This is an optimization exercise on Yosys and OpenROAD, whose aim is small area and few clock cycles, not a production implementation.
In this exercise RTL edits were held to simulation tests only and were not proved equivalent to the original.
Power and IR drop assume default switching activity.

[config.mk]
export PLATFORM = sky130hd
export DESIGN_NAME = eppe_page_engine
export DESIGN_NICKNAME = eppe_page_engine
export VERILOG_FILES = /design/flow/design.v
export SDC_FILE = /design/flow/constraint.sdc
export NUM_CORES = 4
export LEC_CHECK = 0
export CAP_MARGIN = 0
export CORE_MARGIN = 2
export CORE_UTILIZATION = 70
export SLEW_MARGIN = 0
export SYNTH_HIERARCHICAL = 1
export SYNTH_MINIMUM_KEEP_SIZE = 0
[constraint.sdc]
create_clock -name core_clock -period 20.0 [get_ports {clk}]
set_input_delay 4.0000 -clock core_clock [delete_from_list [all_inputs] [get_ports {clk}]]
set_output_delay 4.0000 -clock core_clock [all_outputs]
set_load 0.01 [all_outputs]
[design.v]
module eppe_pixel_xform (
    input  wire [1:0]  rot,
    input  wire        mirror,
    input  wire        phys,       
    input  wire [15:0] x_in,       
    input  wire [15:0] y_in,       
    output wire        in_range,
    output wire [5:0]  px,         
    output wire [5:0]  py          
);
    wire [5:0] xl = x_in[5:0];
    wire [5:0] yl = y_in[5:0];
    wire       xz = (x_in[15:6] == 10'd0);
    wire       yz = (y_in[15:6] == 10'd0);
    wire       x45 = xz && (xl < 6'd45);
    wire       y45 = yz && (yl < 6'd45);
    wire       swap = rot[0] && !phys;
    assign in_range = swap ? (x45 && yz) : (xz && y45);
    wire       fx = !phys && (rot[0] ? !rot[1] : (mirror ^ rot[1]));
    wire       fy = !phys && (rot[0] ? (mirror ^ rot[1]) : rot[1]);
    wire [5:0] u  = swap ? yl : xl;
    wire [5:0] v  = swap ? xl : yl;
    assign px = u ^ {6{fx}};
    assign py = fy ? (6'd44 - v) : v;
endmodule
module eppe_clip_axis (
    input  wire [15:0] s_in,    
    input  wire [15:0] l_in,    
    input  wire        flip,
    input  wire        d64,     
    output wire [6:0]  s3,
    output wire [6:0]  l4
);
    wire [6:0]  d   = d64 ? 7'd64 : 7'd45;
    wire [15:0] la  = l_in & {16{flip}};
    wire [16:0] v   = {s_in[15], s_in} + {la[15], la};      
    wire        neg = v[16];
    wire        big = !neg && ((v[15:7] != 9'd0) || v[6] || (!d64 && v[5:0] > 6'd45));
    wire [6:0]  vc  = neg ? 7'd0 : (big ? d : v[6:0]);
    wire [6:0]  dm  = d - vc;
    assign s3 = flip ? dm : vc;
    wire [6:0]  rem  = flip ? vc : dm;                    
    wire        lneg = l_in[15];
    wire        lbig = (l_in[14:7] != 8'd0) || (l_in[6:0] > rem);
    assign l4 = lneg ? 7'd0 : (lbig ? rem : l_in[6:0]);
endmodule
module eppe_page_engine (
    input  wire        clk,
    input  wire        rst,
    input  wire        cmd_valid,
    output wire        cmd_ready,
    input  wire [2:0]  cmd_op,
    input  wire [2:0]  cmd_arg,
    input  wire [15:0] cmd_x,
    input  wire [15:0] cmd_y,
    input  wire [15:0] cmd_w,
    input  wire [15:0] cmd_h,
    output wire        out_valid,
    input  wire        out_ready,
    output wire [7:0]  out_data,
    output wire [15:0] page,
    output wire [1:0]  rot,
    output wire        mirror,
    output wire        win_part,
    output wire [15:0] win_x,
    output wire [15:0] win_y,
    output wire [15:0] win_w,
    output wire [15:0] win_h,
    output wire [1:0]  diag
);
    localparam [2:0] OP_SET_ROTATION  = 3'd0;
    localparam [2:0] OP_SET_FULL_WIN  = 3'd1;
    localparam [2:0] OP_SET_PART_WIN  = 3'd2;
    localparam [2:0] OP_FILL          = 3'd3;
    localparam [2:0] OP_SET_PIXEL     = 3'd4;
    localparam [2:0] OP_SET_PIXEL_PHY = 3'd5;
    localparam [2:0] OP_BEGIN_FRAME   = 3'd6;
    localparam [2:0] OP_ADVANCE_PAGE  = 3'd7;
    function [7:0] ge_mask(input [2:0] a);
        ge_mask = 8'hFF << a;
    endfunction
    function [7:0] le_mask(input [2:0] a);
        le_mask = ~(8'hFE << a);
    endfunction
    function [5:0] times5(input [3:0] p);
        case (p)
            4'd0: times5 = 6'd0;   4'd1: times5 = 6'd5;   4'd2: times5 = 6'd10;
            4'd3: times5 = 6'd15;  4'd4: times5 = 6'd20;  4'd5: times5 = 6'd25;
            4'd6: times5 = 6'd30;  4'd7: times5 = 6'd35;  default: times5 = 6'd40;
        endcase
    endfunction
    function [6:0] divmod5(input [5:0] v);
        integer i, q, r;
        begin
            divmod5 = 7'd0;
            for (i = 0; i < 45; i = i + 1) begin
                q = i / 5;
                r = i % 5;
                if (v == i) divmod5 = {q[3:0], r[2:0]};
            end
        end
    endfunction
    reg  [1:0]  s_rot;
    reg         s_mirror;
    reg         s_win_part;
    reg  [3:0]  s_wx8, s_we8;              
    reg  [5:0]  s_wy, s_wh;
    reg  [3:0]  s_cur;                     
    reg         diag_badcmd, diag_passlock;
    reg  [1:0]  bg;                        
    reg  [1:0]  ph;                        
    reg  [2:0]  cw;                        
    reg         cw_all;                    
    reg         streaming;
    reg  [1:0]  st_bg;                     
    reg  [2:0]  st_r, st_rl;               
    reg  [2:0]  st_c, st_c0, st_cl;        
    reg  [1:0]  st_j;                      
    wire active = !(s_cur[3] && s_cur[0]);
    assign page     = active ? {12'd0, s_cur} : 16'hFFFF;
    assign rot      = s_rot;
    assign mirror   = s_mirror;
    assign win_part = s_win_part;
    assign win_x    = s_win_part ? {9'd0, s_wx8, 3'd0} : 16'd0;
    assign win_y    = s_win_part ? {10'd0, s_wy} : 16'd0;
    assign win_w    = s_win_part ? {9'd0, s_we8 - s_wx8, 3'd0} : 16'd64;
    assign win_h    = s_win_part ? {10'd0, s_wh} : 16'd45;
    assign diag     = {diag_passlock, diag_badcmd};
    wire       pix_in_range;
    wire [5:0] pix_x, pix_y;
    eppe_pixel_xform u_xform (
        .rot(s_rot), .mirror(s_mirror), .phys(cmd_op[0]),
        .x_in(cmd_x), .y_in(cmd_y),
        .in_range(pix_in_range), .px(pix_x), .py(pix_y)
    );
    reg        clip_step;                  
    reg  [3:0] clip_x8, clip_e8;
    wire       clip_sw = s_rot[0] ^ clip_step;      
    wire [6:0] ax_s3, ax_l4;
    eppe_clip_axis u_axis (
        .s_in(clip_sw ? cmd_y : cmd_x), .l_in(clip_sw ? cmd_h : cmd_w),
        .flip(clip_step ? (s_rot[0] ? (s_rot[1] ^ s_mirror) : s_rot[1])
                        : (s_rot[0] ? !s_rot[1] : (s_rot[1] ^ s_mirror))),
        .d64(!clip_step), .s3(ax_s3), .l4(ax_l4)
    );
    wire [6:0] ax_xe = ax_s3 + ax_l4 + 7'd7;
    always @(posedge clk) begin
        clip_x8 <= ax_s3[6:3];
        clip_e8 <= (ax_l4 == 7'd0) ? ax_s3[6:3] : ax_xe[6:3];
    end
    wire [5:0] pg_start = times5(s_cur);
    wire [6:0] pix_dm  = divmod5(pix_y);
    wire       row_ok  = (pix_dm[6:3] == s_cur);
    wire [2:0] pix_r   = pix_dm[2:0];
    wire [2:0] pix_c   = pix_x[5:3];
    wire [1:0] pix_q   = pix_x[2:1];                          
    wire       pix_lo  = pix_x[0];                            
    wire [3:0] pw_c0 = s_win_part ? s_wx8 : 4'd0;
    wire [3:0] pw_c1 = s_win_part ? s_we8 : 4'd8;
    wire [5:0] pw_y0 = s_win_part ? s_wy : 6'd0;
    wire [5:0] pw_y1 = s_win_part ? s_wy + s_wh : 6'd45;
    wire [6:0] d0 = {1'b0, pw_y0} - {1'b0, pg_start};
    wire [6:0] d1 = {1'b0, pw_y1} - {1'b0, pg_start};
    wire [2:0] pr_r0 = d0[6] ? 3'd0 : d0[2:0];
    wire [2:0] pr_r1 = (!d1[6] && d1[5:0] > 6'd5) ? 3'd5 : d1[2:0];
    wire       rows_ok = !d1[6] && (d1 != 7'd0) && (d0[6] || d0[5:0] < 6'd5) &&
                         (d0[6] || d1[6:0] > d0[6:0]);
    wire       pr_empty = (pw_c1 == pw_c0) || !rows_ok;
    wire st_lastc = (st_c == st_cl);
    wire st_lastr = (st_r == st_rl);
    wire st_vld   = streaming && (ph == st_j);
    wire st_take  = st_vld && out_ready;
    wire st_rd    = st_take && (st_j == 2'd3);            
    wire st_end   = st_rd && st_lastc && st_lastr;
    wire [1:0] head_h, head_l;                            
    function [3:0] nib(input [1:0] code, input [1:0] bgc);
        reg [1:0] c;
        begin
            c = (code == 2'd0) ? bgc : code - 2'd1;       
            nib = (c == 2'd1) ? 4'h0 : ((c == 2'd2) ? 4'h4 : 4'h3);
        end
    endfunction
    assign out_data  = {nib({head_h[1], head_l[1]}, st_bg), nib({head_h[0], head_l[0]}, st_bg)};
    assign out_valid = st_vld;
    wire [7:0] reg_cols  = ge_mask(st_c0) & le_mask(st_cl);
    wire [7:0] reg_rows  = ge_mask(st_r) & le_mask(st_rl);
    wire [7:0] rows_next = (8'hFE << st_r) & le_mask(st_rl);
    wire [7:0] cols_left = ge_mask(st_c);
    wire pix_pend = streaming && reg_cols[pix_c] &&
                    (rows_next[pix_r] || (pix_r == st_r && cols_left[pix_c]));
    wire is_pix   = (cmd_op == OP_SET_PIXEL) || (cmd_op == OP_SET_PIXEL_PHY);
    wire col3     = (cmd_arg[1:0] == 2'd3);
    wire pix_do   = is_pix && !col3 && active && pix_in_range && row_ok;
    wire busy     = streaming && !st_end;
    wire cw_on    = (cw != 3'd0);
    reg stall;
    always @* begin
        case (cmd_op)
            OP_SET_PART_WIN:  stall = !active && !clip_step;
            OP_FILL:          stall = streaming && active && !col3;
            OP_SET_PIXEL,
            OP_SET_PIXEL_PHY: stall = pix_do && (pix_pend || ph != pix_q);
            OP_BEGIN_FRAME:   stall = streaming && active;
            OP_ADVANCE_PAGE:  stall = active && (busy || cw_on);
            default:          stall = 1'b0;
        endcase
    end
    assign cmd_ready = !stall;
    wire accept = cmd_valid && !stall;
    wire [3:0] next_cur = (s_cur == 4'd8) ? 4'hF : s_cur + 4'd1;
    always @(posedge clk) begin
        if (rst) begin
            s_rot         <= 2'd0;
            s_mirror      <= 1'b0;
            s_win_part    <= 1'b0;
            s_cur         <= 4'hF;
            diag_badcmd   <= 1'b0;
            diag_passlock <= 1'b0;
            streaming     <= 1'b0;
            ph            <= 2'd0;
            cw            <= 3'd0;
            clip_step     <= 1'b0;
        end else begin
            ph <= ph + 2'd1;
            if (cw_on) cw <= cw - 3'd1;
            if (st_take) st_j <= st_j + 2'd1;
            if (st_rd) begin
                if (st_lastc) begin
                    st_c <= st_c0;
                    st_r <= st_r + 3'd1;
                end else begin
                    st_c <= st_c + 3'd1;
                end
            end
            if (st_end) streaming <= 1'b0;
            if (cmd_valid && cmd_op == OP_SET_PART_WIN && !active && !clip_step)
                clip_step <= 1'b1;
            if (accept) begin
                case (cmd_op)
                    OP_SET_ROTATION: begin
                        s_rot    <= cmd_arg[1:0];
                        s_mirror <= cmd_arg[2];
                    end
                    OP_SET_FULL_WIN: begin
                        if (active) diag_passlock <= 1'b1;
                        else        s_win_part    <= 1'b0;
                    end
                    OP_SET_PART_WIN: begin
                        if (active) begin
                            diag_passlock <= 1'b1;
                        end else begin
                            s_win_part <= 1'b1;
                            clip_step  <= 1'b0;
                            s_wx8      <= clip_x8;
                            s_we8      <= clip_e8;
                            s_wy       <= ax_s3[5:0];
                            s_wh       <= ax_l4[5:0];
                        end
                    end
                    OP_FILL: begin
                        if (col3) begin
                            diag_badcmd <= 1'b1;
                        end else if (active) begin
                            cw     <= 3'd4;
                            cw_all <= 1'b1;
                            bg     <= cmd_arg[1:0];
                        end
                    end
                    OP_SET_PIXEL, OP_SET_PIXEL_PHY: begin
                        if (col3) diag_badcmd <= 1'b1;
                    end
                    OP_BEGIN_FRAME: begin
                        s_cur <= 4'd0;
                        bg    <= 2'd0;
                        if (!streaming) begin
                            cw     <= 3'd4;
                            cw_all <= 1'b1;
                        end
                    end
                    OP_ADVANCE_PAGE: begin
                        if (active) begin
                            s_cur  <= next_cur;
                            bg     <= 2'd0;
                            cw     <= 3'd4;
                            cw_all <= pr_empty;
                            if (!pr_empty) begin
                                streaming <= 1'b1;
                                st_bg <= bg;
                                st_r  <= pr_r0;
                                st_rl <= pr_r1 - 3'd1;
                                st_c  <= pw_c0[2:0];
                                st_c0 <= pw_c0[2:0];
                                st_cl <= pw_c1[2:0] - 3'd1;
                                st_j  <= 2'd0;
                            end
                        end
                    end
                    default: ;
                endcase
            end
        end
    end
    wire       pix_wr = accept && pix_do;
    wire [1:0] code   = cmd_arg[1:0] + 2'd1;                
    wire [4:0] row_clr = {5{cw_on}} & ({5{cw_all}} | ~reg_rows[4:0]);
    wire [7:0] col_clr = {8{cw_on}} & ({8{cw_all}} | ~reg_cols);
    wire [4:0] row_rd  = {5{st_take}} & (5'd1 << st_r);
    wire [7:0] col_rd  = 8'd1 << st_c;
    wire [4:0] row_wr  = {5{pix_wr}} & (5'd1 << pix_r);
    wire [7:0] col_hi  = {8{!pix_lo}} & (8'd1 << pix_c);
    wire [7:0] col_lo  = {8{pix_lo}} & (8'd1 << pix_c);
    wire [79:0] heads_h, heads_l;           
    genvar gr, gc;
    generate
        for (gr = 0; gr < 5; gr = gr + 1) begin : g_row
            for (gc = 0; gc < 8; gc = gc + 1) begin : g_col
                wire clr   = row_clr[gr] || col_clr[gc] || (row_rd[gr] && col_rd[gc]);
                wire wr_hi = row_wr[gr] && col_hi[gc];
                wire wr_lo = row_wr[gr] && col_lo[gc];
                wire [1:0] h0, l0;
                eppe_ring u_ring (
                    .clk(clk), .clr(clr), .wr_hi(wr_hi), .wr_lo(wr_lo),
                    .code(code), .head_h(h0), .head_l(l0)
                );
                assign heads_h[(gr*8+gc)*2 +: 2] = h0;
                assign heads_l[(gr*8+gc)*2 +: 2] = l0;
            end
        end
    endgenerate
    reg [3:0] row_head [0:4];
    reg [3:0] rd_head;
    integer k;
    always @* begin
        for (k = 0; k < 5; k = k + 1) begin
            case (st_c)
                3'd0: row_head[k] = {heads_h[k*16+0  +: 2], heads_l[k*16+0  +: 2]};
                3'd1: row_head[k] = {heads_h[k*16+2  +: 2], heads_l[k*16+2  +: 2]};
                3'd2: row_head[k] = {heads_h[k*16+4  +: 2], heads_l[k*16+4  +: 2]};
                3'd3: row_head[k] = {heads_h[k*16+6  +: 2], heads_l[k*16+6  +: 2]};
                3'd4: row_head[k] = {heads_h[k*16+8  +: 2], heads_l[k*16+8  +: 2]};
                3'd5: row_head[k] = {heads_h[k*16+10 +: 2], heads_l[k*16+10 +: 2]};
                3'd6: row_head[k] = {heads_h[k*16+12 +: 2], heads_l[k*16+12 +: 2]};
                default: row_head[k] = {heads_h[k*16+14 +: 2], heads_l[k*16+14 +: 2]};
            endcase
        end
        case (st_r)
            3'd0: rd_head = row_head[0];
            3'd1: rd_head = row_head[1];
            3'd2: rd_head = row_head[2];
            3'd3: rd_head = row_head[3];
            default: rd_head = row_head[4];
        endcase
    end
    assign head_h = rd_head[3:2];
    assign head_l = rd_head[1:0];
endmodule
module eppe_ring (
    input  wire       clk,
    input  wire       clr,
    input  wire       wr_hi,
    input  wire       wr_lo,
    input  wire [1:0] code,
    output wire [1:0] head_h,
    output wire [1:0] head_l
);
    reg  [1:0] h0, h1, h2, h3;
    reg  [1:0] l0, l1, l2, l3;
    wire       keep_hi = !(wr_hi || clr);
    wire       keep_lo = !(wr_lo || clr);
    wire [1:0] nh, nl;
    assign nh[1] = (keep_hi && h0[1]) || (wr_hi && code[1]);
    assign nh[0] = (keep_lo && h0[0]) || (wr_lo && code[1]);
    assign nl[1] = (keep_hi && l0[1]) || (wr_hi && code[0]);
    assign nl[0] = (keep_lo && l0[0]) || (wr_lo && code[0]);
    always @(posedge clk) begin
        h0 <= h1; h1 <= h2; h2 <= h3; h3 <= nh;
        l0 <= l1; l1 <= l2; l2 <= l3; l3 <= nl;
    end
    assign head_h = h0;
    assign head_l = l0;
endmodule
[flow/run.sh]
#!/bin/bash
# The standard layout, with two changes:
#  - input and output ports get the smallest buffer (buf_1);
#  - clock tree synthesis uses no dummy loads and larger sink clusters.
set -euo pipefail
export BUFFER_PORTS_ARGS="-buffer_cell sky130_fd_sc_hd__buf_1"
export CTS_ARGS="-sink_clustering_enable -repair_clock_nets -dont_use_dummy_load -sink_clustering_size 28 -sink_clustering_max_diameter 84"
bash standard.sh > make_flow.log 2>&1
[standard.sh]
#!/bin/bash
# synth_recipe.tcl (not shown) runs the flow's synth.tcl, then flattens the netlist and writes it again
# the make line also repeats each setting of config.mk as NAME=value (left out here)
make -C /OpenROAD-flow-scripts/flow DESIGN_CONFIG=/design/flow/config.mk WORK_HOME=/design/flow/orfs CLKGATE_MAP_FILE= SYNTH_SCRIPT=/design/flow/synth_recipe.tcl "${@:-finish}"
==> impl_metrics.tcl, run 1 <==
set metrics [dict create \
    outcome "finished clean" \
    post_synthesis_sequential_area_ratio_pct 56.93 \
    max-vdd-ir-drop_mv 0.07753 \
    syn-mean-instance-area_sq_um 11.06 \
    synth_ff_type "sky130_fd_sc_hd__dfxtp_1" \
    synth_enable_flop_cells 42 \
    synth.most_common_cell "sky130_fd_sc_hd__dfxtp_1" \
    critPathArrivalTime_ns 8.98 \
    cp-endpoint "cmd_ready" \
    num-nets-final 2577 \
    cts_hold_repair.buffers 0 \
    worst_pin_slew_ns 1.309 \
    total_grt_usage_pct 33.59 \
    worstHoldPathType "reg2reg" \
    design.portCount 170 \
    r2r-start "s_rot[0]" \
    wirelength_um 65620 \
    postSynthCellCount 2333 \
    io_buffers 123 \
    viasPerCell 6.409 \
    die_area_sq_um 38430 \
    setup.worst_path.end_class "output port" \
    cts_resized 0 \
    global_route.overflow_total 0 \
    final.min_clock_period_ns 12.98 \
    grt_first_pass_wirelength_um 100500 \
    cp-startpoint "cmd_x[1]" \
    gpl.final_weighted_congestion 0.9506 \
    floorplan.die.width_um 196.0 \
    highest_net_fanout_along_the_worst_path 19 \
    die_h_um 196.0 \
    reg2reg_slack_ns 9.73 \
    tritoncts.num_buffers 31 \
    netlist.top_cell.by_area "sky130_fd_sc_hd__dfxtp_1" \
    clk_pin_slew_worst_paths_ns 0.10 \
    num-fill-cells 2462 \
    max_cap_viols 0 \
    cts_setup_buffers 0 \
    clockBufferDepth 3 \
    worstPathRequired_ns 16.00 \
    cts_htree_levels 1 \
    period_share_pct 64.90 \
    maxSlewViolCount 0 \
    timing.final.setup_violations 0 \
    antenna_cells 0 \
    p_leak_uw 0.01058 \
    criticalPathCategory "in2out" \
    postLayoutCoreUtil_pct 74.57 \
    timing.slew.headroom_pct 10.23 \
    hpwlAfterDp_um 45770 \
    timing.rr.end "clip_e8[3]" \
    drt.antenna.violating_nets 0 \
    setup-tns-final_ns 0 \
    ys_seq_elements 713 \
    row_count 70 \
    synthesis.area_sq_um 25810 \
    drive_above_1_share_pct 5.941 \
    area_contributors_post_synth "sky130_fd_sc_hd__dfxtp_1, sky130_fd_sc_hd__a22o_1, sky130_fd_sc_hd__edfxtp_1" \
    drt_pass1_iterations 7 \
    grt_setup_unrepaired "false" \
    via_count 18430 \
    synth.top_cell.area_share_pct 52.04 \
    pwr_dens_nw_per_um2 99.90 \
    synth_cell_types 100 \
    first_global_vias 18200 \
    fmax_ghz 0.07704 \
    fp.coreArea_sq_um 36430 \
    antenna_found_initial 1 \
    average_wire_per_standard_cell_um 22.82 \
    finalClockSkew_ns 0.06445 \
    detailedRoute.firstIterationViolations 1746 \
    synth-warning-count 9 \
    worstSkewPairLatency_ns 0.62 \
    crit_path_start_kind "primary input" \
    clock-root-buffer "sky130_fd_sc_hd__clkbuf_16" \
    asyncSetResetFlopFracSynth_pct 0 \
    timing.reg2reg.worst_path_depth 46 \
    syn_to_final_growth_pct 5.269 \
    clock-sinks 713 \
    hold_viol_final 0 \
    grt_start_max_net_pins 82 \
    drc_violation_count_after_routing 0 \
    start_util_pct 70.84 \
    tritoncts "yes" \
    netlist_top_cells_count "sky130_fd_sc_hd__dfxtp_1, sky130_fd_sc_hd__nor2_1, sky130_fd_sc_hd__a22o_1" \
]
registers in the layout (all words and copies together), names as in the netlist, 4 cells and up, named ones only:
| register | flops |
|---|---|
| clip_e8 | 4 |
| clip_x8 | 4 |
| g_row.g_col.u_ring.h0 | 80 |
| g_row.g_col.u_ring.h1 | 80 |
| g_row.g_col.u_ring.h2 | 80 |
| g_row.g_col.u_ring.h3 | 80 |
| g_row.g_col.u_ring.l0 | 80 |
| g_row.g_col.u_ring.l1 | 80 |
| g_row.g_col.u_ring.l2 | 80 |
| g_row.g_col.u_ring.l3 | 80 |
| s_cur | 4 |
| s_we8 | 4 |
| s_wh | 6 |
| s_wx8 | 4 |
| s_wy | 6 |
cell usage in the layout, fill, tap and decap left out, drive strengths merged, types with 16 or more instances in the layout:
master	n
ha	89
nor3	85
xor2	18
nor2	166
nand2	116
dfxtp	671
o21ai	59
a22o	162
nand3	34
buf	148
mux2i	25
o21a	18
xnor2	50
a222oi	37
edfxtp	42
o211ai	38
mux2	45
conb	46
a21oi	75
a211oi	18
nor2b	20
clkbuf	31
a21o	16
inv	79
and2	35
nand2b	27
nor4	49
where the power goes:
group          total, uW  internal [uW]  switching (uW)
Sequential          1450           1440            8.43
Combinational        583            164             419
Clock                678            276             402
worst min path at each step:
stage                                         from                              to  slack (ns)  cells past startpoint
global placement    g_row[2].g_col[2].u_ring.l3[1]  g_row[2].g_col[2].u_ring.l2[1]        0.31                      0
floorplan           g_row[0].g_col[0].u_ring.h1[0]  g_row[0].g_col[0].u_ring.h0[0]        0.31                      0
CTS                 g_row[4].g_col[3].u_ring.h2[0]  g_row[4].g_col[3].u_ring.h1[0]        0.28                      0
global route        g_row[4].g_col[3].u_ring.h2[0]  g_row[4].g_col[3].u_ring.h1[0]        0.27                      0
finish              g_row[4].g_col[7].u_ring.l2[1]  g_row[4].g_col[7].u_ring.l1[1]        0.27                      0
detailed placement  g_row[2].g_col[6].u_ring.h1[0]  g_row[2].g_col[6].u_ring.h0[0]        0.31                      0
modules after synthesis, one instance, submodules excluded:
module,cells,times used
eppe_clip_axis,268,1
eppe_page_engine,1102,1
eppe_pixel_xform,83,1
eppe_ring,22,40
final cells by class:
cell class / count / area (sq um) / share of cell area [%]
sequential: 713 / 14690 / 54.08
multi-input combinational: 1435 / 10170 / 37.41
clock buffer: 31 / 775.7 / 2.855
timing repair buffer: 148 / 649.4 / 2.390
tap: 468 / 585.6 / 2.155
inverter: 80 / 300.3 / 1.105
metrics by stage:
| stage | hold WS [ns] | cells | setup WS (ns) | instance area [sq um] | total power (uW) |
|---|---|---|---|---|---|
| global route | 0.2722 | 2875 | 6.732 | 27170 | 2805 |
| detailed placement | 0.3121 | 2844 | 7.085 | 26400 | 2045 |
| finish | 0.2726 | 2875 | 7.020 | 27170 | 2714 |
| floorplan | 0.3096 | 2378 | 8.445 | 25980 | 1859 |
| CTS | 0.2757 | 2875 | 7.074 | 27170 | 2702 |
| global placement | 0.3096 | 2844 | 7.327 | 26400 | 2025 |
critical path: stages:
cell and delay, ns:
sky130_fd_sc_hd__buf_1 0.15, sky130_fd_sc_hd__o211a_1 0.26, sky130_fd_sc_hd__a2111oi_0 0.53, sky130_fd_sc_hd__xnor2_1 0.13, sky130_fd_sc_hd__mux2i_1 1.02, sky130_fd_sc_hd__nand2b_1 0.24
sky130_fd_sc_hd__o22ai_1 0.10, sky130_fd_sc_hd__a211oi_1 0.26, sky130_fd_sc_hd__and2_1 0.77, sky130_fd_sc_hd__xnor2_1 0.16, sky130_fd_sc_hd__or4_4 0.58, sky130_fd_sc_hd__a31oi_2 0.38
sky130_fd_sc_hd__or2_2 0.22, sky130_fd_sc_hd__inv_1 0.04, sky130_fd_sc_hd__buf_1 0.12
kinds of logic (layout without fill, tap and decap cells):
logic type,Yosys count,count (layout),share of synthesized area (%)
compound gates,553,553,16.68
xor+xnor,68,68,2.307
fa+ha+maj,97,97,4.818
buf+inv,230,259,4.465
flops,713,713,56.93
mux,70,70,2.947
other cells,1,46,0.01453
simple gates,601,601,11.84
metal layers:
| layer | vias up | wire [um] | track usage [%] |
|---|---|---|---|
| met2 | 860 | 31530 | 57.80 |
| met5 | - | 13 | 0 |
| met1 | 8837 | 26210 | 42.19 |
| li1 | 8522 | - | - |
| met3 | 205 | 4435 | 4.160 |
| met4 | 2 | 3430 | 16.19 |
Testbench counts, summed over its fixed seeds: cycles 22,098.
==> run 2: changes to the inputs <==
==> flow/run.sh (replaced) <==
#!/bin/bash
# The standard layout, with two changes:
#  - input and output ports get the smallest buffer (buf_1);
#  - clock tree synthesis uses no dummy loads and larger sink clusters.
set -euo pipefail
export BUFFER_PORTS_ARGS="-buffer_cell sky130_fd_sc_hd__buf_1"
export CTS_ARGS="-sink_clustering_enable -repair_clock_nets -dont_use_dummy_load -buf_list {sky130_fd_sc_hd__clkbuf_8 sky130_fd_sc_hd__clkbuf_16} -sink_clustering_size 16 -sink_clustering_max_diameter 60"
bash standard.sh > make_flow.log 2>&1
--- a/config.mk
+++ b/config.mk
@@ -6,8 +6,8 @@
 export NUM_CORES = 4
 export LEC_CHECK = 0
-export CAP_MARGIN = 0
+export CAP_MARGIN = 10
 export CORE_MARGIN = 2
 export CORE_UTILIZATION = 70
-export SLEW_MARGIN = 0
+export SLEW_MARGIN = 10
 export SYNTH_HIERARCHICAL = 1
 export SYNTH_MINIMUM_KEEP_SIZE = 0
==> impl_metrics.tcl, run 2 <==
set metrics [dict create \
    synth.top_cell.area_share_pct 52.04 \
    internal_power_uw 2074 \
    synthesis.area_sq_um 25810 \
    drt_pass1_iterations 7 \
    floorplan.die.width_um 196.0 \
    criticalPathCategory "in2out" \
    power.share.sequential_pct 49.1 \
    start_util_pct 70.84 \
    area_contributors_post_synth "sky130_fd_sc_hd__dfxtp_1, sky130_fd_sc_hd__a22o_1, sky130_fd_sc_hd__edfxtp_1" \
    highest_net_fanout_along_the_worst_path 29 \
    cts_hold_repair.buffers 0 \
    finalClockSkew_ns 0.08728 \
    cts_setup_buffers 0 \
    clock-sinks 713 \
    synth_ff_type "sky130_fd_sc_hd__dfxtp_1" \
    ys_seq_elements 713 \
    commonest_non_fill_non_tap_cell_in_the_layout "sky130_fd_sc_hd__dfxtp_1" \
    critPathArrivalTime_ns 8.82 \
    die_h_um 196.0 \
    netSwitchingPower_uw 888.4 \
    hpwlAfterDp_um 45770 \
    netlist.top_cell.by_area "sky130_fd_sc_hd__dfxtp_1" \
    maxSlewViolCount 0 \
    asyncSetResetFlopFracSynth_pct 0 \
    pwr_dens_nw_per_um2 106.8 \
    grt_setup_unrepaired "false" \
    setup-tns-final_ns 0 \
    synth-warning-count 9 \
    tritoncts "yes" \
    clock-root-buffer "sky130_fd_sc_hd__clkbuf_16" \
    clockBufferDepth 3 \
    clk_pin_slew_worst_paths_ns 0.07 \
    final_cell_count_no_fill 2897 \
    worstPathRequired_ns 16.00 \
    antenna_cells 0 \
    total_grt_usage_pct 35.32 \
    io_buffers 123 \
    max_cap_viols 0 \
    viasPerCell 6.482 \
    drc_violation_count_after_routing 0 \
    fp.coreArea_sq_um 36430 \
    comb_power_share_pct 19.9 \
    multi_input_area_sq_um 10170 \
    die_area_sq_um 38430 \
    period_share_pct 64.10 \
    max-vdd-ir-drop_mv 0.08671 \
    setup.worst_path.end_class "output port" \
    cts_resized 0 \
    power.share.clock_pct 31.0 \
    num-nets-final 2599 \
    fmax_ghz 0.07800 \
    grt_first_pass_wirelength_um 105100 \
    gpl.final_weighted_congestion 0.9506 \
    num-fill-cells 2345 \
    synth.most_common_cell "sky130_fd_sc_hd__dfxtp_1" \
    timing.slew.headroom_pct 20.33 \
    antenna_found_initial 1 \
    timing.final.setup_violations 0 \
    worstHoldPathType "reg2reg" \
    worstSkewPairLatency_ns 0.62 \
    netlist_top_cells_count "sky130_fd_sc_hd__dfxtp_1, sky130_fd_sc_hd__nor2_1, sky130_fd_sc_hd__a22o_1" \
    p_leak_uw 0.01086 \
    design.portCount 170 \
    crit_path_start_kind "primary input" \
    grt_start_max_net_pins 82 \
    average_wire_per_standard_cell_um 23.67 \
    syn-mean-instance-area_sq_um 11.06 \
    wirelength_um 68570 \
    post_synthesis_sequential_area_ratio_pct 56.93 \
    detailedRoute.firstIterationViolations 1929 \
    cts_htree_levels 2 \
    tritoncts.num_buffers 53 \
    worst_pin_slew_ns 1.184 \
    sw_frac_of_total_pct 29.99 \
    mostFrequentLayoutCells "sky130_fd_sc_hd__dfxtp_1, sky130_fd_sc_hd__nor2_1, sky130_fd_sc_hd__a22o_1, sky130_fd_sc_hd__buf_1, sky130_fd_sc_hd__nand2_1" \
    hold_viol_final 0 \
    syn_to_final_growth_pct 7.417 \
    postSynthCellCount 2333 \
    sequential_cell_area_sq_um 14690 \
    dp.cells 2844 \
    via_count 18780 \
    drt.antenna.violating_nets 0 \
    outcome "finished clean" \
    final.min_clock_period_ns 12.82 \
    global_route.overflow_total 0 \
    first_global_vias 18670 \
    row_count 70 \
    synth_cell_types 100 \
    synth_enable_flop_cells 42 \
    drive_above_1_share_pct 6.834 \
]
## run 2: layer usage
metal | share of wire [%] | up-vias | track usage (%) | routed length, um
li1 | - | 8569 | - | -
met1 | 38 | 8958 | 43.38 | 26360
met2 | 48 | 1027 | 60.52 | 32960
met3 | 8.0 | 223 | 5.295 | 5504
met4 | 5.4 | 2 | 18.46 | 3727
met5 | 0.019 | - | 0 | 13
## run 2: worst max-delay path, cell delays in order
cell and delay, ns:
sky130_fd_sc_hd__buf_1 0.06, sky130_fd_sc_hd__buf_4 0.29, sky130_fd_sc_hd__nand2b_1 0.38, sky130_fd_sc_hd__mux2i_1 0.17
sky130_fd_sc_hd__ha_1 0.30, sky130_fd_sc_hd__nor2_1 0.04, sky130_fd_sc_hd__a21oi_1 0.71, sky130_fd_sc_hd__inv_1 0.31
sky130_fd_sc_hd__a221oi_1 0.34, sky130_fd_sc_hd__a211oi_1 0.09, sky130_fd_sc_hd__and2_1 0.50, sky130_fd_sc_hd__xnor2_1 0.26
sky130_fd_sc_hd__or4_4 0.59, sky130_fd_sc_hd__a31oi_2 0.37, sky130_fd_sc_hd__or2_2 0.22, sky130_fd_sc_hd__inv_1 0.04
sky130_fd_sc_hd__buf_1 0.12
## run 2: power by group through the flow
stage	clock network (uW)	registers, uW	logic, uW
floorplan	0	1480	377
global placement	0	1490	540
detailed placement	0	1490	560
CTS	924	1450	571
global route	978	1450	623
finish	919	1450	590
## run 2: layout make-up
cell class / instances / area share [%]
flip-flops and latches: 713 / 53.00
repair buffers: 148 / 2.342
multi-input cells: 1435 / 36.68
clock buffers: 53 / 4.784
well taps: 468 / 2.112
inverters: 80 / 1.083
## run 2: worst paths after layout
check        cells after the start                              to                            from  slack (ns)
max reg2reg                     47                      clip_e8[3]                        s_rot[0]        9.71
max                             17                       cmd_ready                       cmd_op[0]        7.18
min                              0  g_row[4].g_col[5].u_ring.l2[1]  g_row[4].g_col[5].u_ring.l3[1]        0.28
min reg2reg                      0  g_row[4].g_col[5].u_ring.l2[1]  g_row[4].g_col[5].u_ring.l3[1]        0.28
## run 2: logic make-up after synthesis
logic type      synth area share (%)
compound gates                 16.68
flops                          56.93
fa+ha+maj                      4.818
xor+xnor                       2.307
simple gates                   11.84
other cells                  0.01453
mux                            2.947
buf+inv                        4.465
## run 2: through the flow
step                power (uW)  cell area, sq um  hold slack [ns]  util [%]  worst slack [ns]
floorplan                 1859             25980           0.3096         -             8.445
global route              3054             27730           0.2852     76.10             6.915
global placement          2025             26400           0.3096     72.45             7.327
finish                    2962             27730           0.2762     76.10             7.180
detailed placement        2045             26400           0.3121     72.45             7.085
CTS                       2948             27720           0.2755     76.09             7.079
## run 2: modules after synthesis (local to each module, per instance)
module | times used | cell area, sq um | flip-flops and latches | cells
eppe_page_engine | 1 | 8818 | 73 | 1102
eppe_pixel_xform | 1 | 568.0 | 0 | 83
eppe_ring | 40 | 362.8 | 16 | 22
eppe_clip_axis | 1 | 1911 | 0 | 268
==> run 3: changes to the inputs <==
--- a/design.v
+++ b/design.v
@@ -117,4 +117,6 @@
     reg  [2:0]  st_c, st_c0, st_cl;        
     reg  [1:0]  st_j;                      
+    reg         st_held;                   
+    reg  [3:0]  st_hold;                   
     wire active = !(s_cur[3] && s_cur[0]);
     assign page     = active ? {12'd0, s_cur} : 16'hFFFF;
@@ -169,6 +171,6 @@
     wire st_lastc = (st_c == st_cl);
     wire st_lastr = (st_r == st_rl);
-    wire st_vld   = streaming && (ph == st_j);
-    wire st_take  = st_vld && out_ready;
+    wire st_head  = streaming && !st_held && (ph == st_j);    
+    wire st_take  = (st_head || st_held) && out_ready;
     wire st_rd    = st_take && (st_j == 2'd3);            
     wire st_end   = st_rd && st_lastc && st_lastr;
@@ -181,6 +183,7 @@
         end
     endfunction
-    assign out_data  = {nib({head_h[1], head_l[1]}, st_bg), nib({head_h[0], head_l[0]}, st_bg)};
-    assign out_valid = st_vld;
+    wire [3:0] pair = st_held ? st_hold : {head_h, head_l};
+    assign out_data  = {nib({pair[3], pair[1]}, st_bg), nib({pair[2], pair[0]}, st_bg)};
+    assign out_valid = st_head || st_held;
     wire [7:0] reg_cols  = ge_mask(st_c0) & le_mask(st_cl);
     wire [7:0] reg_rows  = ge_mask(st_r) & le_mask(st_rl);
@@ -218,4 +221,5 @@
             diag_passlock <= 1'b0;
             streaming     <= 1'b0;
+            st_held       <= 1'b0;
             ph            <= 2'd0;
             cw            <= 3'd0;
@@ -225,4 +229,9 @@
             if (cw_on) cw <= cw - 3'd1;
             if (st_take) st_j <= st_j + 2'd1;
+            if (st_head && !out_ready) begin
+                st_held <= 1'b1;
+                st_hold <= {head_h, head_l};
+            end
+            if (st_held && out_ready) st_held <= 1'b0;
             if (st_rd) begin
                 if (st_lastc) begin
@@ -305,5 +314,5 @@
     wire [4:0] row_clr = {5{cw_on}} & ({5{cw_all}} | ~reg_rows[4:0]);
     wire [7:0] col_clr = {8{cw_on}} & ({8{cw_all}} | ~reg_cols);
-    wire [4:0] row_rd  = {5{st_take}} & (5'd1 << st_r);
+    wire [4:0] row_rd  = {5{st_head}} & (5'd1 << st_r);
     wire [7:0] col_rd  = 8'd1 << st_c;
     wire [4:0] row_wr  = {5{pix_wr}} & (5'd1 << pix_r);
==> flow/run.sh (replaced) <==
#!/bin/bash
# The standard layout, with two changes:
#  - input and output ports get the smallest buffer (buf_1);
#  - clock tree synthesis uses no dummy loads and larger sink clusters.
set -euo pipefail
export BUFFER_PORTS_ARGS="-buffer_cell sky130_fd_sc_hd__buf_1"
export CTS_ARGS="-sink_clustering_enable -repair_clock_nets -dont_use_dummy_load -sink_clustering_size 30 -sink_clustering_max_diameter 80"
bash standard.sh > make_flow.log 2>&1
==> impl_metrics.tcl, run 3 <==
set metrics [dict create \
    cts_setup_buffers 0 \
    grt.met1_usage_pct 43.15 \
    synthesis.area_sq_um 25800 \
    grt_start_max_net_pins 82 \
    gate_family_responsible_for_the_most_delay_along_the_worst_path "simple AND/OR/NAND/NOR gates" \
    finalClockSkew_ns 0.06666 \
    synth.top_cell.area_share_pct 52.14 \
    max_cap_viols 0 \
    clock-sinks 718 \
    internal_power_uw 1863 \
    power.share.clock_pct 25.5 \
    layout_setup_ws_ns 7.964 \
    comb_power_share_pct 18.4 \
    asyncSetResetFlopFracSynth_pct 0 \
    area_contributors_post_synth "sky130_fd_sc_hd__dfxtp_1, sky130_fd_sc_hd__a22o_1, sky130_fd_sc_hd__edfxtp_1" \
    floorplan.die.width_um 196.0 \
    gr-max-usage-layer "met2" \
    period_share_pct 60.18 \
    cp-startpoint "cmd_h[4]" \
    post_synthesis_sequential_area_ratio_pct 57.49 \
    synth-warning-count 9 \
    clk_pin_slew_worst_paths_ns 0.11 \
    pwr_dens_nw_per_um2 96.12 \
    dp.cells 2837 \
    gpl.final_weighted_congestion 0.9774 \
    netlist_top_cells_count "sky130_fd_sc_hd__dfxtp_1, sky130_fd_sc_hd__nor2_1, sky130_fd_sc_hd__a22o_1" \
    max-vdd-ir-drop_mv 0.07051 \
    fp.coreArea_sq_um 36430 \
    grt_setup_unrepaired "false" \
    power.share.sequential_pct 56.1 \
    grt_first_pass_wirelength_um 97040 \
    num-fill-cells 2515 \
    worst_path_max_delay_cell "sky130_fd_sc_hd__a31oi_1" \
    viasPerCell 6.258 \
    cts_resized 0 \
    timing.hold.worst.start "g_row[0].g_col[2].u_ring.h3[0]" \
    worst_hold_slack_ns 0.2739 \
    p_leak_uw 0.01065 \
    postSynthCellCount 2320 \
    antenna_found_initial 0 \
    drc_violation_count_after_routing 0 \
    total_grt_usage_pct 32.28 \
    detailedRoute.firstIterationViolations 1833 \
    worstSkewPairLatency_ns 0.61 \
    design.portCount 170 \
    synth_enable_flop_cells 46 \
    hpwlAfterDp_um 44090 \
    critical_path_buf_inv_count 5 \
    worstPathRequired_ns 20.49 \
    netlist.top_cell.by_area "sky130_fd_sc_hd__dfxtp_1" \
    dpl_worst_slack_ns 7.305 \
    cp_common_cell "sky130_fd_sc_hd__ha_1" \
    crit_path_start_kind "primary input" \
    mostFrequentLayoutCells "sky130_fd_sc_hd__dfxtp_1, sky130_fd_sc_hd__nor2_1, sky130_fd_sc_hd__a22o_1, sky130_fd_sc_hd__buf_1, sky130_fd_sc_hd__nand2_1" \
    maxSlewViolCount 0 \
    synth_ff_type "sky130_fd_sc_hd__dfxtp_1" \
    synth_cell_types 96 \
    cpPeakStageDelay_ns 0.49 \
    cts_hold_repair.buffers 0 \
    netSwitchingPower_uw 746.7 \
    final.min_clock_period_ns 12.04 \
    global_route.overflow_total 0 \
    reg2reg_slack_ns 9.67 \
    use_met2_pct 52.26 \
    ys_seq_elements 718 \
    wirelength_um 62390 \
    via_count 17940 \
    setup.worst_path.end_class "flop" \
    r2r-start "s_rot[0]" \
    highest_net_fanout_along_the_worst_path 9 \
    antenna_cells 0 \
    design_power_total_uw 2610 \
    met3_track_utilization_from_global_routing_pct 4.899 \
    worst_pin_slew_ns 1.285 \
    die_h_um 196.0 \
    first_global_vias 17410 \
    outcome "finished clean" \
    setup-tns-final_ns 0 \
    clockBufferDepth 3 \
    hold_viol_final 0 \
    row_count 70 \
    drive_above_1_share_pct 5.669 \
    drt_pass1_iterations 7 \
    fmax_ghz 0.08308 \
    io_buffers 123 \
    sw_frac_of_total_pct 28.61 \
    drt.antenna.violating_nets 0 \
    syn-mean-instance-area_sq_um 11.12 \
    cts_htree_levels 1 \
    syn_to_final_growth_pct 5.242 \
    start_util_pct 70.82 \
    average_wire_per_standard_cell_um 21.76 \
    tritoncts.num_buffers 30 \
    timing.slew.headroom_pct 13.41 \
    commonest_non_fill_non_tap_cell_in_the_layout "sky130_fd_sc_hd__dfxtp_1" \
    timing.final.setup_violations 0 \
    clock-root-buffer "sky130_fd_sc_hd__clkbuf_16" \
    criticalPathCategory "in2reg" \
    tritoncts "yes" \
    final_cell_count_no_fill 2867 \
    synth.most_common_cell "sky130_fd_sc_hd__dfxtp_1" \
    critPathArrivalTime_ns 12.53 \
    die_area_sq_um 38410 \
    num-nets-final 2569 \
    worstHoldPathType "reg2reg" \
]
run 3: cell count changes after synthesis, sizes merged, moves of 6 or more:
cell / before / now
nor2: 166 / 240
nor4: 49 / 15
nand3b: 15 / 6
nand2: 116 / 103
nand3: 34 / 26
a211o: 14 / 8
a31oi: 15 / 9
a21oi: 75 / 64
nor3: 85 / 30
o211ai: 38 / 54
clkbuf: 64 / 53
run 3: cells by family after synthesis:
| kind of cell | share of synthesized area [%] |
|---|---|
| DFF | 57.49 |
| and+or+nand+nor | 11.05 |
| AOI/OAI and AO/OA | 17.00 |
| buffers and inverters | 4.359 |
| adders and majority gates | 4.820 |
| muxes | 3.026 |
| xor gates and xnor gates | 2.240 |
| other | 0.01453 |
run 3: stage by stage:
step,instance area (sq um),utilization (%)
detailed placement,26400,72.47
CTS,27150,74.53
finish,27150,74.53
global placement,26400,72.47
global route,27150,74.53
floorplan,25970,-
run 3: modules after synthesis (local to each module, per instance):
module | flip-flops and latches | copies in the design | area [sq um] | cells
eppe_page_engine | 78 | 1 | 8810 | 1089
eppe_pixel_xform | 0 | 1 | 568.0 | 83
eppe_ring | 16 | 40 | 362.8 | 22
eppe_clip_axis | 0 | 1 | 1911 | 268
run 3: metal layers:
layer / vias to the layer above / wire length, um
li1: 8392 / -
met1: 8564 / 26160
met2: 832 / 28480
met3: 155 / 4885
met4: 0 / 2864
met5: - / 0
run 3: worst paths after layout:
kind                                                       end  depth (start not counted)
worst max register to register                      clip_e8[3]                         47
worst max-delay path                                clip_e8[3]                         43
worst min-delay path            g_row[0].g_col[2].u_ring.h2[0]                          0
worst min register to register  g_row[0].g_col[2].u_ring.h2[0]                          0
run 3: final cells by class:
type | instances | area, sq um | share of cell area [%]
well taps | 468 | 585.6 | 2.156
repair buffers | 145 | 626.9 | 2.308
multi-input cells | 1421 | 10040 | 36.97
flip-flops and latches | 718 | 14830 | 54.63
inverters | 85 | 319.1 | 1.175
clock buffers | 30 | 750.7 | 2.765
run 3: power by group through the flow:
stage	clock network, uW	registers, uW	logic [uW]
floorplan	0	1490	324
global placement	0	1500	451
detailed placement	0	1500	465
CTS	671	1460	469
global route	726	1470	519
finish	664	1460	481
Testbench counts of run 3, summed over its fixed seeds: cycles 22,098.
==> run 4: changes to the inputs <==
==> flow/run.sh (replaced) <==
#!/bin/bash
# The standard layout, with two changes:
#  - input and output ports get the smallest buffer (buf_1);
#  - clock tree synthesis uses no dummy loads and larger sink clusters.
set -euo pipefail
export BUFFER_PORTS_ARGS="-buffer_cell sky130_fd_sc_hd__buf_1"
export CTS_ARGS="-sink_clustering_enable -repair_clock_nets -dont_use_dummy_load -sink_clustering_size 28 -sink_clustering_max_diameter 84"
bash standard.sh > make_flow.log 2>&1
==> impl_metrics.tcl, run 4 <==
set metrics [dict create \
    timing.hold.worst.start "g_row[0].g_col[4].u_ring.h1[0]" \
    antenna_found_initial 0 \
    netlist.top_cell.by_area "sky130_fd_sc_hd__dfxtp_1" \
    floorplan.die.width_um 196.0 \
    p_leak_uw 0.01065 \
    postSynthCellCount 2320 \
    worst_pin_slew_ns 1.192 \
    clk_pin_slew_worst_paths_ns 0.11 \
    pwr_dens_nw_per_um2 96.15 \
    detailedRoute.firstIterationViolations 1714 \
    post_synthesis_sequential_area_ratio_pct 57.49 \
    mostFrequentLayoutCells "sky130_fd_sc_hd__dfxtp_1, sky130_fd_sc_hd__nor2_1, sky130_fd_sc_hd__a22o_1, sky130_fd_sc_hd__buf_1, sky130_fd_sc_hd__nand2_1" \
    start_util_pct 70.82 \
    syn-mean-instance-area_sq_um 11.12 \
    maxSlewViolCount 0 \
    synth.top_cell.area_share_pct 52.14 \
    fp.coreArea_sq_um 36430 \
    highest_net_fanout_along_the_worst_path 9 \
    cts_htree_levels 1 \
    timing.rr.end "clip_e8[3]" \
    cp_common_cell "sky130_fd_sc_hd__ha_1" \
    synth_cell_types 96 \
    criticalPathCategory "in2reg" \
    synth-warning-count 9 \
    synthesis.area_sq_um 25800 \
    design.portCount 170 \
    die_area_sq_um 38410 \
    num-fill-cells 2510 \
    setup.worst_path.end_class "flop" \
    dpl_worst_slack_ns 7.305 \
    max-vdd-ir-drop_mv 0.07478 \
    asyncSetResetFlopFracSynth_pct 0 \
    cts_hold_repair.buffers 0 \
    global_route.overflow_total 0 \
    worst_path_max_delay_cell "sky130_fd_sc_hd__a31oi_1" \
    reg2reg_slack_ns 9.66 \
    first_global_vias 17350 \
    timing.reg2reg.worst_path_depth 47 \
    clockBufferDepth 3 \
    setup-tns-final_ns 0 \
    worst_hold_path.endpoint "g_row[0].g_col[4].u_ring.h0[0]" \
    grt_first_pass_wirelength_um 97310 \
    layout_setup_ws_ns 7.935 \
    r2r-start "s_rot[0]" \
    cts_setup_buffers 0 \
    drc_violation_count_after_routing 0 \
    worstSkewPairLatency_ns 0.60 \
    final.min_clock_period_ns 12.07 \
    area_contributors_post_synth "sky130_fd_sc_hd__dfxtp_1, sky130_fd_sc_hd__a22o_1, sky130_fd_sc_hd__edfxtp_1" \
    io_buffers 123 \
    fmax_ghz 0.08288 \
    netlist_top_cells_count "sky130_fd_sc_hd__dfxtp_1, sky130_fd_sc_hd__nor2_1, sky130_fd_sc_hd__a22o_1" \
    gpl.final_weighted_congestion 0.9774 \
    drt_pass1_iterations 6 \
    synth_enable_flop_cells 46 \
    timing.slew.headroom_pct 19.70 \
    synth_ff_type "sky130_fd_sc_hd__dfxtp_1" \
    outcome "finished clean" \
    wirelength_um 62380 \
    num-nets-final 2569 \
    viasPerCell 6.259 \
    critPathArrivalTime_ns 12.54 \
    clock-sinks 718 \
    cpPeakStageDelay_ns 0.50 \
    multi_input_area_sq_um 10040 \
    cts_resized 0 \
    via_count 17950 \
    synth.most_common_cell "sky130_fd_sc_hd__dfxtp_1" \
    sequential_cell_area_sq_um 14830 \
    average_wire_per_standard_cell_um 21.76 \
    worstPathRequired_ns 20.48 \
    worst_hold_path.num_cells 0 \
    hpwlAfterDp_um 44090 \
    die_h_um 196.0 \
    drt.antenna.violating_nets 0 \
    tritoncts.num_buffers 30 \
    syn_to_final_growth_pct 5.242 \
    timing.final.setup_violations 0 \
    worstHoldPathType "reg2reg" \
    grt_start_max_net_pins 82 \
    hold_viol_final 0 \
    grt_setup_unrepaired "false" \
    row_count 70 \
    finalClockSkew_ns 0.04368 \
    antenna_cells 0 \
    period_share_pct 60.33 \
    total_grt_usage_pct 32.38 \
    crit_path_start_kind "primary input" \
    max_cap_viols 0 \
    clock-root-buffer "sky130_fd_sc_hd__clkbuf_16" \
    drive_above_1_share_pct 5.669 \
    commonest_non_fill_non_tap_cell_in_the_layout "sky130_fd_sc_hd__dfxtp_1" \
    ys_seq_elements 718 \
    tritoncts "yes" \
]
run 4: cell counts after synthesis:
Identical to the previous run, type by type.
run 4: modules after synthesis, one instance, submodules excluded:
module            cell area (sq um)  times used
eppe_clip_axis                 1911           1
eppe_ring                     362.8          40
eppe_pixel_xform              568.0           1
eppe_page_engine               8810           1
run 4: through the flow:
stage | instance area, sq um | hold slack [ns] | util (%) | power, uW | cells
after global placement | 26400 | 0.3095 | 72.47 | 1948 | 2837
after CTS | 27150 | 0.2765 | 74.53 | 2609 | 2867
final | 27150 | 0.2734 | 74.53 | 2611 | 2867
after floorplan | 25970 | 0.3096 | - | 1816 | 2365
after global routing | 27150 | 0.2748 | 74.53 | 2710 | 2867
after detailed placement | 26400 | 0.3121 | 72.47 | 1963 | 2837
run 4: report_power, final:
| part | leakage (uW) | internal [uW] | total (uW) | switching, uW |
|---|---|---|---|---|
| sequential | 0.00583 | 1460 | 1460 | 9.76 |
| clock | 0.000370 | 268 | 666 | 398 |
| combinational | 0.00445 | 140 | 480 | 340 |
| total | 0.0107 | 1860 | 2610 | 748 |
run 4: critical path: cells and delay by family:
family | cells | cell delay (ns)
compound gates | 11 | 2.73
xor+xnor | 3 | 0.47
fa+ha+maj | 6 | 1.53
buf+inv | 5 | 0.38
mux | 2 | 0.54
simple gates | 16 | 2.86
run 4: cell families (layout without fill, tap and decap cells):
family | count (synthesis) | after routing | share of synthesized area [%]
AOI/OAI and AO/OA | 561 | 561 | 17.00
xor gates and xnor gates | 66 | 66 | 2.240
adders and majority gates | 97 | 97 | 4.820
buffers and inverters | 226 | 260 | 4.359
DFF | 718 | 718 | 57.49
muxes | 72 | 72 | 3.026
other | 1 | 46 | 0.01453
and+or+nand+nor | 579 | 579 | 11.05
run 4: layout make-up:
type | count | share of cell area, %
multi-input cells | 1421 | 36.97
flip-flops and latches | 718 | 54.63
repair buffers | 145 | 2.308
inverters | 85 | 1.175
clock buffers | 30 | 2.765
well taps | 468 | 2.156
run 4: per-layer routing:
layer  vias up  global-route usage [%]  routed length, um
met3       179                   4.745               4506
met2       812                   53.13              28710
met5         -                       0                  0
li1       8401                       -                  -
met4         0                   13.41               2742
met1      8553                   43.33              26420
run 4: worst max path at each step:
| stage | startpoint | endpoint | cells past startpoint |
|---|---|---|---|
| floorplan | cmd_w[4] | clip_e8[3] | 42 |
| global placement | cmd_w[4] | clip_e8[3] | 43 |
| detailed placement | cmd_h[4] | clip_e8[3] | 42 |
| CTS | cmd_h[4] | clip_e8[3] | 43 |
| global route | cmd_h[4] | clip_e8[3] | 42 |
| finish | cmd_h[4] | clip_e8[3] | 43 |
==> run 5: changes to the inputs <==
--- a/design.v
+++ b/design.v
@@ -109,4 +109,5 @@
     reg         diag_badcmd, diag_passlock;
     reg  [1:0]  bg;                        
+    reg         pg_wrote;
     reg  [1:0]  ph;                        
     reg  [2:0]  cw;                        
@@ -201,5 +202,5 @@
         case (cmd_op)
             OP_SET_PART_WIN:  stall = !active && !clip_step;
-            OP_FILL:          stall = streaming && active && !col3;
+            OP_FILL:          stall = streaming && active && !col3 && pg_wrote;
             OP_SET_PIXEL,
             OP_SET_PIXEL_PHY: stall = pix_do && (pix_pend || ph != pix_q);
@@ -211,4 +212,5 @@
     assign cmd_ready = !stall;
     wire accept = cmd_valid && !stall;
+    wire pix_wr = accept && pix_do;
     wire [3:0] next_cur = (s_cur == 4'd8) ? 4'hF : s_cur + 4'd1;
     always @(posedge clk) begin
@@ -225,5 +227,7 @@
             cw            <= 3'd0;
             clip_step     <= 1'b0;
+            pg_wrote      <= 1'b0;
         end else begin
+            if (pix_wr) pg_wrote <= 1'b1;
             ph <= ph + 2'd1;
             if (cw_on) cw <= cw - 3'd1;
@@ -272,5 +276,5 @@
                         end else if (active) begin
                             cw     <= 3'd4;
-                            cw_all <= 1'b1;
+                            cw_all <= !streaming;
                             bg     <= cmd_arg[1:0];
                         end
@@ -289,4 +293,5 @@
                     OP_ADVANCE_PAGE: begin
                         if (active) begin
+                            pg_wrote <= 1'b0;
                             s_cur  <= next_cur;
                             bg     <= 2'd0;
@@ -310,5 +315,4 @@
         end
     end
-    wire       pix_wr = accept && pix_do;
     wire [1:0] code   = cmd_arg[1:0] + 2'd1;                
     wire [4:0] row_clr = {5{cw_on}} & ({5{cw_all}} | ~reg_rows[4:0]);
==> impl_metrics.tcl, run 5 <==
set metrics [dict create \
    outcome "finished clean" \
    ys_seq_elements 719 \
    drive_above_1_share_pct 5.261 \
    timing.final.setup_violations 0 \
    commonest_non_fill_non_tap_cell_in_the_layout "sky130_fd_sc_hd__dfxtp_1" \
    cpPeakStageDelay_ns 0.82 \
    timing.slew.headroom_pct 17.42 \
    maxSlewViolCount 0 \
    crit_path_start_kind "primary input" \
    drt_pass1_iterations 6 \
    postSynthCellCount 2317 \
    power.share.clock_pct 26.3 \
    grt_setup_unrepaired "false" \
    clock-root-buffer "sky130_fd_sc_hd__clkbuf_16" \
    r2r-start "clip_step" \
    synth-warning-count 9 \
    area_contributors_post_synth "sky130_fd_sc_hd__dfxtp_1, sky130_fd_sc_hd__a22o_1, sky130_fd_sc_hd__edfxtp_1" \
    grt_start_max_net_pins 82 \
    power.share.sequential_pct 56.6 \
    cp-startpoint "cmd_op[0]" \
    average_wire_per_standard_cell_um 21.89 \
    setup-tns-final_ns 0 \
    cp_num_cells 16 \
    detailedRoute.firstIterationViolations 1860 \
    io_buffers 123 \
    grt_first_pass_wirelength_um 96790 \
    total_grt_usage_pct 32.45 \
    clock-sinks 719 \
    post_synthesis_sequential_area_ratio_pct 57.89 \
    reg2reg_slack_ns 9.83 \
    comb_power_share_pct 17.0 \
    critPathArrivalTime_ns 8.74 \
    design.portCount 170 \
    synth.top_cell.area_share_pct 52.50 \
    gate_family_responsible_for_the_most_delay_along_the_worst_path "compound AO/OA/AOI/OAI gates" \
    cts_htree_levels 1 \
    worstSkewPairLatency_ns 0.63 \
    sw_frac_of_total_pct 28.06 \
    wirelength_um 62660 \
    die_area_sq_um 38210 \
    gr-max-usage-layer "met2" \
    final.min_clock_period_ns 12.74 \
    synth_ff_type "sky130_fd_sc_hd__dfxtp_1" \
    netlist_top_cells_count "sky130_fd_sc_hd__dfxtp_1, sky130_fd_sc_hd__nor2_1, sky130_fd_sc_hd__a22o_1" \
    tritoncts.num_buffers 31 \
    antenna_cells 0 \
    start_util_pct 70.60 \
    use_met2_pct 55.44 \
    criticalPathCategory "in2out" \
    die_h_um 195.5 \
    hold_viol_final 0 \
    syn-mean-instance-area_sq_um 11.08 \
    highest_net_fanout_along_the_worst_path 29 \
    p_leak_uw 0.01064 \
    postLayoutCoreUtil_pct 74.41 \
    synth_enable_flop_cells 46 \
    syn_to_final_growth_pct 5.397 \
    asyncSetResetFlopFracSynth_pct 0 \
    cts_setup_buffers 0 \
    timing.rr.end "clip_e8[3]" \
    worst_path_max_delay_cell "sky130_fd_sc_hd__xnor2_1" \
    mostFrequentLayoutCells "sky130_fd_sc_hd__dfxtp_1, sky130_fd_sc_hd__nor2_1, sky130_fd_sc_hd__a22o_1, sky130_fd_sc_hd__buf_1, sky130_fd_sc_hd__nand2_1" \
    fmax_ghz 0.07847 \
    via_count 18000 \
    cts_hold_repair.buffers 0 \
    cts_resized 0 \
    synth.most_common_cell "sky130_fd_sc_hd__dfxtp_1" \
    grt.met1_usage_pct 41.26 \
    met3_track_utilization_from_global_routing_pct 4.974 \
    cp_common_cell "sky130_fd_sc_hd__buf_1" \
    first_global_vias 17570 \
    timing.reg2reg.worst_path_depth 49 \
    netSwitchingPower_uw 724.5 \
    synthesis.area_sq_um 25660 \
    max-vdd-ir-drop_mv 0.07394 \
    row_count 70 \
    finalClockSkew_ns 0.1011 \
    worstHoldPathType "reg2reg" \
    drc_violation_count_after_routing 0 \
    worst_pin_slew_ns 1.223 \
    antenna_found_initial 0 \
    gpl.final_weighted_congestion 0.9453 \
    synth_cell_types 92 \
    floorplan.die.width_um 195.5 \
    worst_hold_slack_ns 0.2861 \
    clockBufferDepth 3 \
    tritoncts "yes" \
    num-nets-final 2565 \
    netlist.top_cell.by_area "sky130_fd_sc_hd__dfxtp_1" \
    critical_path_buf_inv_count 3 \
    path_cells "buf_1 -> buf_4 -> nand2b_1 -> mux2i_1 -> ha_1 -> nor3_1 -> xnor2_1 -> nand3_1 -> o21a_1 -> a221o_1 -> o21ai_1 -> or4b_2 -> a31oi_1 -> o31a_1 -> o21ai_0 -> buf_1" \
    pwr_dens_nw_per_um2 95.47 \
    clk_pin_slew_worst_paths_ns 0.10 \
    drt.antenna.violating_nets 0 \
    hpwlAfterDp_um 43850 \
    internal_power_uw 1858 \
    period_share_pct 63.72 \
    fp.coreArea_sq_um 36350 \
    cp-endpoint "cmd_ready" \
    setup.worst_path.end_class "output port" \
    max_cap_viols 0 \
    viasPerCell 6.287 \
    worstPathRequired_ns 16.00 \
    global_route.overflow_total 0 \
]
[run 5: per-module statistics from Yosys (local to each module, per instance)]
module            flops+latches  times used  area (sq um)
eppe_ring                    16          40         362.8
eppe_clip_axis                0           1          1911
eppe_page_engine             79           1          8668
eppe_pixel_xform              0           1         568.0
[run 5: cell families (layout without fill, tap and decap cells)]
family / Yosys count / in the layout / share of synthesized area (%)
muxes: 69 / 69 / 2.921
xor gates and xnor gates: 67 / 67 / 2.287
buffers and inverters: 218 / 251 / 4.174
AOI/OAI and AO/OA: 543 / 543 / 16.33
DFF: 719 / 719 / 57.89
and+or+nand+nor: 603 / 603 / 11.54
adders and majority gates: 97 / 97 / 4.847
other: 1 / 46 / 0.01461
[run 5: worst min path at each step]
| stage | from | to | cells after the start | slack (ns) |
|---|---|---|---|---|
| 2_1_floorplan | g_row[0].g_col[0].u_ring.h1[0] | g_row[0].g_col[0].u_ring.h0[0] | 0 | 0.31 |
| 3_3_place_gp | g_row[0].g_col[6].u_ring.h2[1] | g_row[0].g_col[6].u_ring.h1[1] | 0 | 0.31 |
| 3_5_place_dp | g_row[2].g_col[1].u_ring.h1[1] | g_row[2].g_col[1].u_ring.h0[1] | 0 | 0.31 |
| 4_1_cts | g_row[2].g_col[0].u_ring.l2[1] | g_row[2].g_col[0].u_ring.l1[1] | 0 | 0.29 |
| 5_1_grt | g_row[2].g_col[0].u_ring.l2[1] | g_row[2].g_col[0].u_ring.l1[1] | 0 | 0.28 |
| 6_report | g_row[2].g_col[0].u_ring.l2[0] | g_row[2].g_col[0].u_ring.l1[0] | 0 | 0.29 |
[run 5: final cells by class]
cell class                      instances  area, sq um
Inverter                               77        289.0
Fill cell                            2447         9301
Multi-Input combinational cell       1425         9930
Clock buffer                           31        775.7
Timing Repair Buffer                  143        611.8
Tap cell                              468        585.6
Sequential cell                       719        14850
[run 5: power groups by stage]
stage                     clock network (uW)  logic, uW  registers, uW
after CTS                                686        427           1460
after floorplan                            0        293           1490
final                                    680        439           1460
after global placement                     0        408           1500
after global routing                     734        471           1460
after detailed placement                   0        422           1500
[run 5: metal layers]
metal	share of wire, %	wire [um]	vias to the layer above
met3	7.5	4712	192
met4	4.8	3028	0
met5	0	0	-
li1	-	-	8380
met2	47	29660	873
met1	40	25260	8555
[run 5: per-stage QoR]
step | area, sq um | setup WS, ns | cells | total power, uW
after floorplan | 25830 | 8.431 | 2362 | 1785
after global placement | 26260 | 7.419 | 2832 | 1903
after detailed placement | 26260 | 7.198 | 2832 | 1918
after CTS | 27040 | 7.198 | 2863 | 2575
after global routing | 27050 | 6.874 | 2863 | 2669
final | 27050 | 7.256 | 2863 | 2582
[run 5: worst register-to-register path: cells and delay by family, from the launching register on]
| kind | cells | cell delay, ns |
|---|---|---|
| and+or+nand+nor | 18 | 3.14 |
| adders and majority gates | 8 | 2.29 |
| AOI/OAI and AO/OA | 10 | 2.15 |
| buffers and inverters | 8 | 1.09 |
| xor gates and xnor gates | 4 | 0.63 |
| DFF | 1 | 0.41 |
| muxes | 1 | 0.35 |
Testbench counts of run 5, summed over its fixed seeds: cycles 21,634.

## afterwards: timing with drivers on the ports
In the flow no input, the clock included, has a driving cell. The finished layouts below were timed again as built, in two steps. Step 1 (the two cells are an assumption about what drives the block):
set clk [get_ports {clk}]
set_driving_cell -lib_cell sky130_fd_sc_hd__clkbuf_16 $clk
set_driving_cell -lib_cell sky130_fd_sc_hd__buf_2 [delete_from_list [all_inputs] $clk]
Step 2 also shifts input and output timing later by t, the mid clock arrival at the registers, as if the neighbouring blocks saw the same clock. a / b / c = ideal ports / drivers / drivers and shift; a / b = the first two.
run | shift t [ns] | setup WS [ns] | worst setup path at the end | worst data-port slew with drivers (ns) | cell pins on the clock port's net
run 1 | 0.649 | 7.020 / 6.997 / 6.997 | input to output | 0.04 | 1
run 2 | 0.641 | 7.180 / 7.158 / 7.158 | input to output | 0.04 | 1
run 3 | 0.638 | 7.964 / 7.995 / 7.357 | input to register | 0.07 | 1
run 4 | 0.638 | 7.935 / 7.956 / 7.318 | input to register | 0.07 | 1
run 5 | 0.637 | 7.256 / 7.233 / 7.233 | input to output | 0.06 | 1
After both steps setup and hold are still met in every run listed. The setup slack of run 4, which loses most, moves by +0.021 ns with the drivers and by -0.617 ns with both steps.
